Background: an optimization exercise with open tools, aiming at small area. Do not read the settings as production practice. In this exercise RTL edits were held to simulation tests only and were not proved equivalent to the original.

==> inputs of job 5934 <==
==> flow/design.v <==
module lpc_mul (
    input  wire [4:0]  d,
    input  wire        top,
    input  wire        c0,
    input  wire        negc0,
    input  wire [9:0]  k,
    input  wire [11:0] pa,
    input  wire [18:0] add,
    output wire [18:0] sum
);
    function [18:0] csa_s(input [18:0] a, input [18:0] b, input [18:0] c);
        csa_s = a ^ b ^ c;
    endfunction
    function [18:0] csa_c(input [18:0] a, input [18:0] b, input [18:0] c);
        csa_c = ((a & b) | (a & c) | (b & c)) << 1;
    endfunction
    wire [9:0]  rw0 = {10{d[0]}} & k;
    wire [9:0]  rw1 = {10{d[1]}} & k;
    wire [9:0]  rw2 = {10{d[2]}} & k;
    wire [9:0]  rw3 = {10{d[3]}} & k;
    wire [9:0]  rw4 = ({10{d[4]}} & k) ^ (top ? 10'h1FF : 10'h200);
    wire [18:0] r0  = {9'd0, ~rw0[9], rw0[8:0]} << 1;
    wire [18:0] r1  = {9'd0, ~rw1[9], rw1[8:0]} << 2;
    wire [18:0] r2  = {9'd0, ~rw2[9], rw2[8:0]} << 3;
    wire [18:0] r3  = {9'd0, ~rw3[9], rw3[8:0]} << 4;
    wire [18:0] r4  = {9'd0, rw4} << 5;
    wire [11:0] pas = c0 ? (negc0 ? {k[9], k, 1'b0} : 12'd0) : pa;
    wire [18:0] ps  = {7'd0, ~pas[11], pas[10:0]};
    wire [18:0] misc = {9'b111011111, negc0 ? 9'h1FF : {4'b0000, top, 4'b0000}, 1'b0};
    wire [18:0] s1 = csa_s(r0, r1, r2),    c1 = csa_c(r0, r1, r2);
    wire [18:0] s2 = csa_s(r3, r4, ps),    c2 = csa_c(r3, r4, ps);
    wire [18:0] s3 = csa_s(add, misc, s1), c3 = csa_c(add, misc, s1);
    wire [18:0] s4 = csa_s(c1, s2, c2),    c4 = csa_c(c1, s2, c2);
    wire [18:0] s5 = csa_s(s3, c3, s4),    c5 = csa_c(s3, c3, s4);
    wire [18:0] s6 = csa_s(s5, c5, c4),    c6 = csa_c(s5, c5, c4);
    reg  [18:0] r;
    reg         cy;
    integer     n;
    always @(*) begin
        cy = 1'b0;
        for (n = 0; n < 19; n = n + 1) begin
            r[n] = s6[n] ^ c6[n] ^ cy;
            cy   = (s6[n] & c6[n]) | (s6[n] & cy) | (c6[n] & cy);
        end
    end
    assign sum = r;
endmodule
module lpc_excitation (
    input  wire       clk,
    input  wire       rst,
    input  wire       step,
    input  wire       unvoiced,
    input  wire [7:0] pitch,       
    output reg  [7:0] exc          
);
    localparam [12:0] LFSR_SEED = 13'h1FFF;
    localparam [167:0] CHIRP = {
        8'h1D, 8'h1F, 8'h25, 8'h1A, 8'h37, 8'h13, 8'h3B, 8'h32, 8'h1A, 8'h44,
        8'h4C, 8'h26, 8'h25, 8'h50, 8'h71, 8'h6C, 8'h4C, 8'h28, 8'h0F, 8'h03,
        8'h00};
    reg [12:0] lfsr;
    reg [7:0]  pitch_count;
    wire        fb = lfsr[12] ^ lfsr[3] ^ lfsr[2] ^ lfsr[0];
    reg  [7:0] pc_inc;
    reg        ge;
    reg        cy;
    integer    n;
    always @(*) begin
        cy = 1'b1;
        for (n = 0; n < 8; n = n + 1) begin
            pc_inc[n] = pitch_count[n] ^ cy;
            cy        = pitch_count[n] & cy;
        end
        ge = 1'b1;                                
        for (n = 0; n < 8; n = n + 1)
            ge = (pc_inc[n] & ~pitch[n]) | (pc_inc[n] & ge) | (~pitch[n] & ge);
    end
    reg [7:0] chirp;
    always @(*) begin
        chirp = 8'd0;
        for (n = 0; n < 21; n = n + 1)
            if (pitch_count == n)
                chirp = chirp | CHIRP[8*n +: 8];
    end
    always @(*) begin
        if (unvoiced)
            exc = fb ? 8'hC0 : 8'h40;
        else
            exc = chirp;
    end
    always @(posedge clk) begin
        if (rst) begin
            lfsr        <= LFSR_SEED;
            pitch_count <= 8'd0;
        end else if (step) begin
            if (unvoiced)
                lfsr <= {lfsr[11:0], fb};
            else
                pitch_count <= ge ? 8'd0 : pc_inc;
        end
    end
endmodule
module lpc_synth (
    input  wire        clk,
    input  wire        rst,
    input  wire        in_valid,
    output wire        in_ready,
    input  wire        unvoiced,
    input  wire [7:0]  pitch,
    input  wire [9:0]  energy,
    input  wire [99:0] k,           
    output reg         out_valid,
    output reg  [9:0]  out_sample
);
    reg        busy;
    reg  [9:0] jh;                  
    reg  [6:0] sh;                  
    reg        zx;                  
    wire start  = !busy && jh[0] && in_valid;
    wire act    = busy || start;
    wire last   = busy && jh[9] && sh[6];
    wire accept = last && in_valid;
    assign in_ready = last;
    wire       isA = sh[0] | sh[1] | sh[2];         
    wire       s3  = sh[3];
    wire       hi  = sh[4] | sh[5] | sh[6];
    wire       c0  = sh[0] | sh[3] | sh[4];          
    wire       c1  = sh[1] | sh[5];
    wire       c2  = sh[2] | sh[6];
    always @(posedge clk) begin
        if (rst) begin
            busy <= 1'b0;
            jh   <= 10'd1;
            sh   <= 7'd1;
            zx   <= 1'b1;
        end else if (act) begin
            if (last) begin
                busy <= 1'b0;
                jh   <= 10'd8;          
                sh   <= 7'd1;
                zx   <= 1'b0;
            end else begin
                busy <= 1'b1;
                sh <= {sh[5:0], sh[6]};
                if (sh[6])
                    jh <= {jh[8:0], jh[9]};
            end
        end else begin
            jh <= {jh[8:0], jh[9]};
        end
    end
    reg  [9:0] prev_energy;
    wire [7:0] exc;
    lpc_excitation u_exc (
        .clk      (clk),
        .rst      (rst),
        .step     (accept),
        .unvoiced (unvoiced),
        .pitch    (pitch),
        .exc      (exc)
    );
    always @(posedge clk) begin
        if (accept)
            prev_energy <= energy;
    end
    reg  [149:0] ring;              
    wire [14:0]  r0 = ring[14:0];
    wire [14:0]  r1 = ring[29:15];
    wire [14:0]  r2 = ring[44:30];
    wire [14:0]  r6 = ring[104:90];
    reg  signed [18:0] u;
    reg  [11:0] pa;
    reg  [9:0] kop;
    integer    n;
    always @(*) begin
        kop = {10{jh[0] & hi & !zx}} & prev_energy;
        for (n = 0; n < 10; n = n + 1)
            kop = kop | ({10{jh[9-n] & !(n == 9 && hi)}} & k[10*n +: 10]);
    end
    reg  [4:0] dig;
    always @(*) begin
        if (isA)
            dig = ~(zx ? 5'd0 : (({5{c0}} & r0[4:0]) | ({5{c1}} & r1[9:5]) | ({5{c2}} & r2[14:10])));
        else if (s3)
            dig = 5'd0;
        else if (jh[0])
            dig = ({5{c1}} & {exc[3:0], 1'b0}) | ({5{c2}} & {exc[7], exc[7:4]});
        else
            dig = ({5{c0}} & u[4:0]) | ({5{c1}} & u[9:5]) | ({5{c2}} & u[14:10]);
    end
    reg  [18:0] opb;
    always @(*) begin
        if (s3)
            opb = u;
        else if (!c2)
            opb = 19'd0;
        else if (isA)
            opb = jh[0] ? 19'd0 : u;
        else if (jh[0])
            opb = u;
        else
            opb = zx ? 19'd0 : {4'd0, r6};
    end
    wire [18:0] sum;
    lpc_mul u_mul (
        .d     (dig),
        .top   (c2),
        .c0    (c0),
        .negc0 (sh[0]),
        .k     (kop),
        .pa    (pa),
        .add   (opb),
        .sum   (sum)
    );
    always @(posedge clk) begin
        pa <= sum[16:5];
        if (act && (sh[2] || (sh[6] && jh[0])))
            u <= sum;
    end
    always @(posedge clk) begin
        ring <= {ring[134:0], ring[149:135]};
        if (act && (sh[6] || (s3 && jh[9])))
            ring[119:105] <= sum[14:0];
    end
    always @(posedge clk) begin
        if (rst)
            out_valid <= 1'b0;
        else
            out_valid <= accept;
    end
    always @(*) begin
        if (!u[18] && u[17:11] != 7'd0)
            out_sample = 10'h1FF;
        else if (u[18] && u[17:11] != 7'h7F)
            out_sample = 10'h200;
        else
            out_sample = u[11:2];
    end
endmodule
==> flow/flow/run.sh <==
#!/bin/bash
# The standard layout with these changes to how it is made:
#  - the port buffers that placement inserts are sky130_fd_sc_hd__buf_1
#    (the default picks a 10 um2 delay buffer for every input and output);
#  - the buffers that synthesis inserts are removed at floorplan, and the
#    resizer buffers what it needs afterwards;
#  - synthesis skips Yosys's generic "abc -fast" before the full-adder
#    extraction, so that the carry-save adders map to full-adder cells
#    without inverters between them;
#  - after the standard synthesis, its combinational logic (all but the
#    flip-flops, adders and tie cells) is mapped again by ABC with Yosys's
#    default script (resynth.tcl). Registers keep their names and cells.
# Each tool's output goes to a log file in this folder.
set -euo pipefail
here=$(pwd)
args=("BUFFER_PORTS_ARGS=-buffer_cell sky130_fd_sc_hd__buf_1" REMOVE_ABC_BUFFERS=1 SYNTH_ARGS=-noabc)
export BUFFER_PORTS_ARGS="-buffer_cell sky130_fd_sc_hd__buf_1"
export REMOVE_ABC_BUFFERS=1
export SYNTH_ARGS=-noabc

bash standard.sh "${args[@]}" synth > standard_synth.log 2>&1

results=$here/orfs/results/${FLOW_PLATFORM}/lpc_synth/base
lib=$FLOW_HOME/platforms/${FLOW_PLATFORM}/lib/sky130_fd_sc_hd__tt_025C_1v80.lib
yosys_exe=$FLOW_HOME/../tools/install/yosys/bin/yosys
[[ -x $yosys_exe ]] || yosys_exe=$(command -v yosys)

cp "$results/1_2_yosys.v" "$here/synth_standard.v"
python3 flow/comb_lib.py "$lib" > "$here/comb.lib" 2> comb_lib.log
export RESYN_LIB=$lib
export RESYN_COMB_LIB=$here/comb.lib
export RESYN_IN=$here/synth_standard.v
export RESYN_OUT=$here/synth_resynth.v
export RESYN_ABC_CONSTR=$here/flow/abc.constr
export RESYN_STAT_IN=$here/resynth_stat_in.txt
export RESYN_STAT_OUT=$here/resynth_stat_out.txt
"$yosys_exe" -c flow/resynth.tcl > resynth.log 2>&1

cp "$here/synth_resynth.v" "$results/1_2_yosys.v"
touch "$results/1_2_yosys.v"
rm -f "$here/comb.lib"

bash standard.sh "${args[@]}" finish > standard_flow.log 2>&1
==> flow/flow/abc.constr <==
set_driving_cell sky130_fd_sc_hd__buf_1
set_load 5
==> flow/flow/comb_lib.py <==
# Writes to stdout the combinational cells of a liberty file (no flip-flops,
# latches, adders, tie, tap, fill, decap, diode, probe or lpflow cells), for
# Yosys to read as logic so that ABC can map that logic again.
import re,sys
lib=open(sys.argv[1]).read()
# split into header and cell groups
i=lib.index('cell (')
head=lib[:i]
cells=[]
pos=i
while True:
    m=re.compile(r'\n\s*cell\s*\(').search(lib,pos-1 if pos>0 else 0)
    if not m: break
    start=m.start()
    # find matching brace
    b=lib.index('{',start); depth=0; k=b
    while True:
        if lib[k]=='{': depth+=1
        elif lib[k]=='}':
            depth-=1
            if depth==0: break
        k+=1
    cells.append(lib[start:k+1]); pos=k+1
keep=[]
for c in cells:
    name=re.search(r'cell\s*\(\s*"?([\w]+)',c).group(1)
    if re.search(r'\b(ff|latch|statetable)\s*\(',c): continue
    if re.search(r'__(fa|ha|fah|conb|tap|fill|decap|diode|probe|lpflow|macro)',name): continue
    keep.append(c)
sys.stdout.write(head+'\n'.join(keep)+'\n}\n')
==> flow/flow/resynth.tcl <==
# Maps the combinational logic of the standard synthesis's netlist again with
# ABC, this time with Yosys's default ABC script (3 ns delay target, with
# buffering and sizing for the driving cell and load in abc.constr). Flip-flops, full and half
# adders and tie cells are kept as they are (read as black boxes); every other
# cell is read as its function from the liberty file. ABC maps to the cells of
# comb.lib only, which leaves out every cell on the platform's don't-use list.
yosys -import
set lib $::env(RESYN_LIB)
read_liberty -lib $lib
read_liberty -overwrite -ignore_miss_func $::env(RESYN_COMB_LIB)
read_verilog $::env(RESYN_IN)
hierarchy -check -top $::env(FLOW_TOP)
flatten
opt_clean -purge
tee -o $::env(RESYN_STAT_IN) stat -liberty $lib
abc -liberty $::env(RESYN_COMB_LIB) -D 3000 -constr $::env(RESYN_ABC_CONSTR)
opt_clean -purge
hilomap -singleton -hicell sky130_fd_sc_hd__conb_1 HI -locell sky130_fd_sc_hd__conb_1 LO
insbuf -buf sky130_fd_sc_hd__buf_4 A X
splitnets
opt_clean -purge
tee -o $::env(RESYN_STAT_OUT) stat -liberty $lib
write_verilog -noattr -nohex -nodec $::env(RESYN_OUT)
==> flow/standard.sh <==
#!/bin/bash
# synth_recipe.tcl (not shown) runs the flow's synth.tcl, then flattens the netlist and writes it again
# the make line also repeats each setting of config.mk as NAME=value (left out here)
make -C /OpenROAD-flow-scripts/flow DESIGN_CONFIG=/design/flow/config.mk WORK_HOME=/design/flow/orfs CLKGATE_MAP_FILE= SYNTH_SCRIPT=/design/flow/synth_recipe.tcl "${@:-finish}"
==> flow/config.mk <==
export PLATFORM = sky130hd
export DESIGN_NAME = lpc_synth
export DESIGN_NICKNAME = lpc_synth
export VERILOG_FILES = /design/flow/design.v
export SDC_FILE = /design/flow/constraint.sdc
export NUM_CORES = 4
export LEC_CHECK = 0
export CAP_MARGIN = 0
export CORE_MARGIN = 2
export CORE_UTILIZATION = 60
export CTS_BUF_LIST = sky130_fd_sc_hd__clkbuf_8
export CTS_CLUSTER_DIAMETER = 80
export CTS_CLUSTER_SIZE = 16
export GPL_TIMING_DRIVEN = 0
export SLEW_MARGIN = 0
==> flow/constraint.sdc <==
create_clock -name core_clock -period 12.0 [get_ports {clk}]
set_input_delay 2.4000 -clock core_clock [delete_from_list [all_inputs] [get_ports {clk}]]
set_output_delay 2.4000 -clock core_clock [all_outputs]
set_load 0.01 [all_outputs]
==> job 2212: changes against job 5934 <==
==> flow/flow/run.sh (replaced) <==
#!/bin/bash
# The standard layout with three changes to how it is made:
#  - the port buffers that placement inserts are sky130_fd_sc_hd__buf_1
#    (the default picks a 10 um2 delay buffer for every input and output);
#  - the buffers that synthesis inserts are removed at floorplan, and the
#    resizer buffers what it needs afterwards;
#  - synthesis skips Yosys's generic "abc -fast" before the full-adder
#    extraction, so that the carry-save adders map to full-adder cells
#    without inverters between them (registers are unaffected).
# The synthesis script, floorplan, power grid, placement, CTS and routing
# are otherwise the standard flow's own (standard.sh).
set -euo pipefail
export BUFFER_PORTS_ARGS="-buffer_cell sky130_fd_sc_hd__buf_1"
export REMOVE_ABC_BUFFERS=1
export SYNTH_ARGS=-noabc
bash standard.sh "BUFFER_PORTS_ARGS=-buffer_cell sky130_fd_sc_hd__buf_1" \
    REMOVE_ABC_BUFFERS=1 SYNTH_ARGS=-noabc finish > standard_flow.log 2>&1
removed: flow/flow/abc.constr
removed: flow/flow/comb_lib.py
removed: flow/flow/resynth.tcl
==> notes.md <==
|  | job 2212 | job 5934 |
|---|---|---|
| Setup WS pre-CTS | -1.57 ns | -1.55 ns |
| Library cell contributing the largest single delay on the critical path | sky130_fd_sc_hd__a221oi_2 | sky130_fd_sc_hd__fa_1 |
| Share of the clock period used by the worst path after layout | 97.3% | 97.1% |
| Cell depth of the worst flop-to-flop path | 28 | 27 |
| Register-to-register setup slack | 0.46 ns | 0.60 ns |
| Non-clock inverter total of the final layout | 30 | 32 |
| Via count of the first global-routing pass | 7549 | 6966 |
| Run status | timing/DRC/antenna clean | timing/DRC/antenna clean |
| Crit path from | k[43] | unvoiced |
| Non-Clock Buffer Area Fraction | 5.22% | 5.95% |
| Post-route non-filler standard cell count | 1199 | 1183 |
| Inst Count DP | 1164 | 1136 |
| Maximum fanout encountered on the critical timing path | 7 | 10 |
| End-of-flow core utilization | 67.5% | 68.9% |

==> re-timing with driven ports <==
The results above use ideal ports. As a check the final layouts listed here were re-extracted and re-timed, cells and wires unchanged. Step 1 sets driving cells, clkbuf_16 on the clock port and buf_2 on the other inputs (assumed; they add their load-dependent delay and slew). Step 2, shift: input delay + t, output delay - t, t = (earliest + latest rising clock arrival at the registers) / 2. This alone moves slack from input paths to output paths. a / b / c = no drivers / after step 1 / after step 2; a / b = the first two.
run	t, ns	setup WS [ns]	hold slack, ns	clock arrival spread, ns	worst register clock-pin slew, ns
job 5934	0.565	0.354 / 0.369 / -0.196	0.322 / 0.322 / 0.322	0.036 / 0.035	0.10 / 0.10
job 2212	0.561	0.325 / 0.346 / -0.215	0.319 / 0.319 / 0.319	0.036 / 0.035	0.12 / 0.12
With both steps, setup timing fails in job 5934 and job 2212, where it was met with ideal ports. The setup slack of job 5934, which loses most, moves by +0.015 ns with the drivers and by -0.550 ns with both steps.
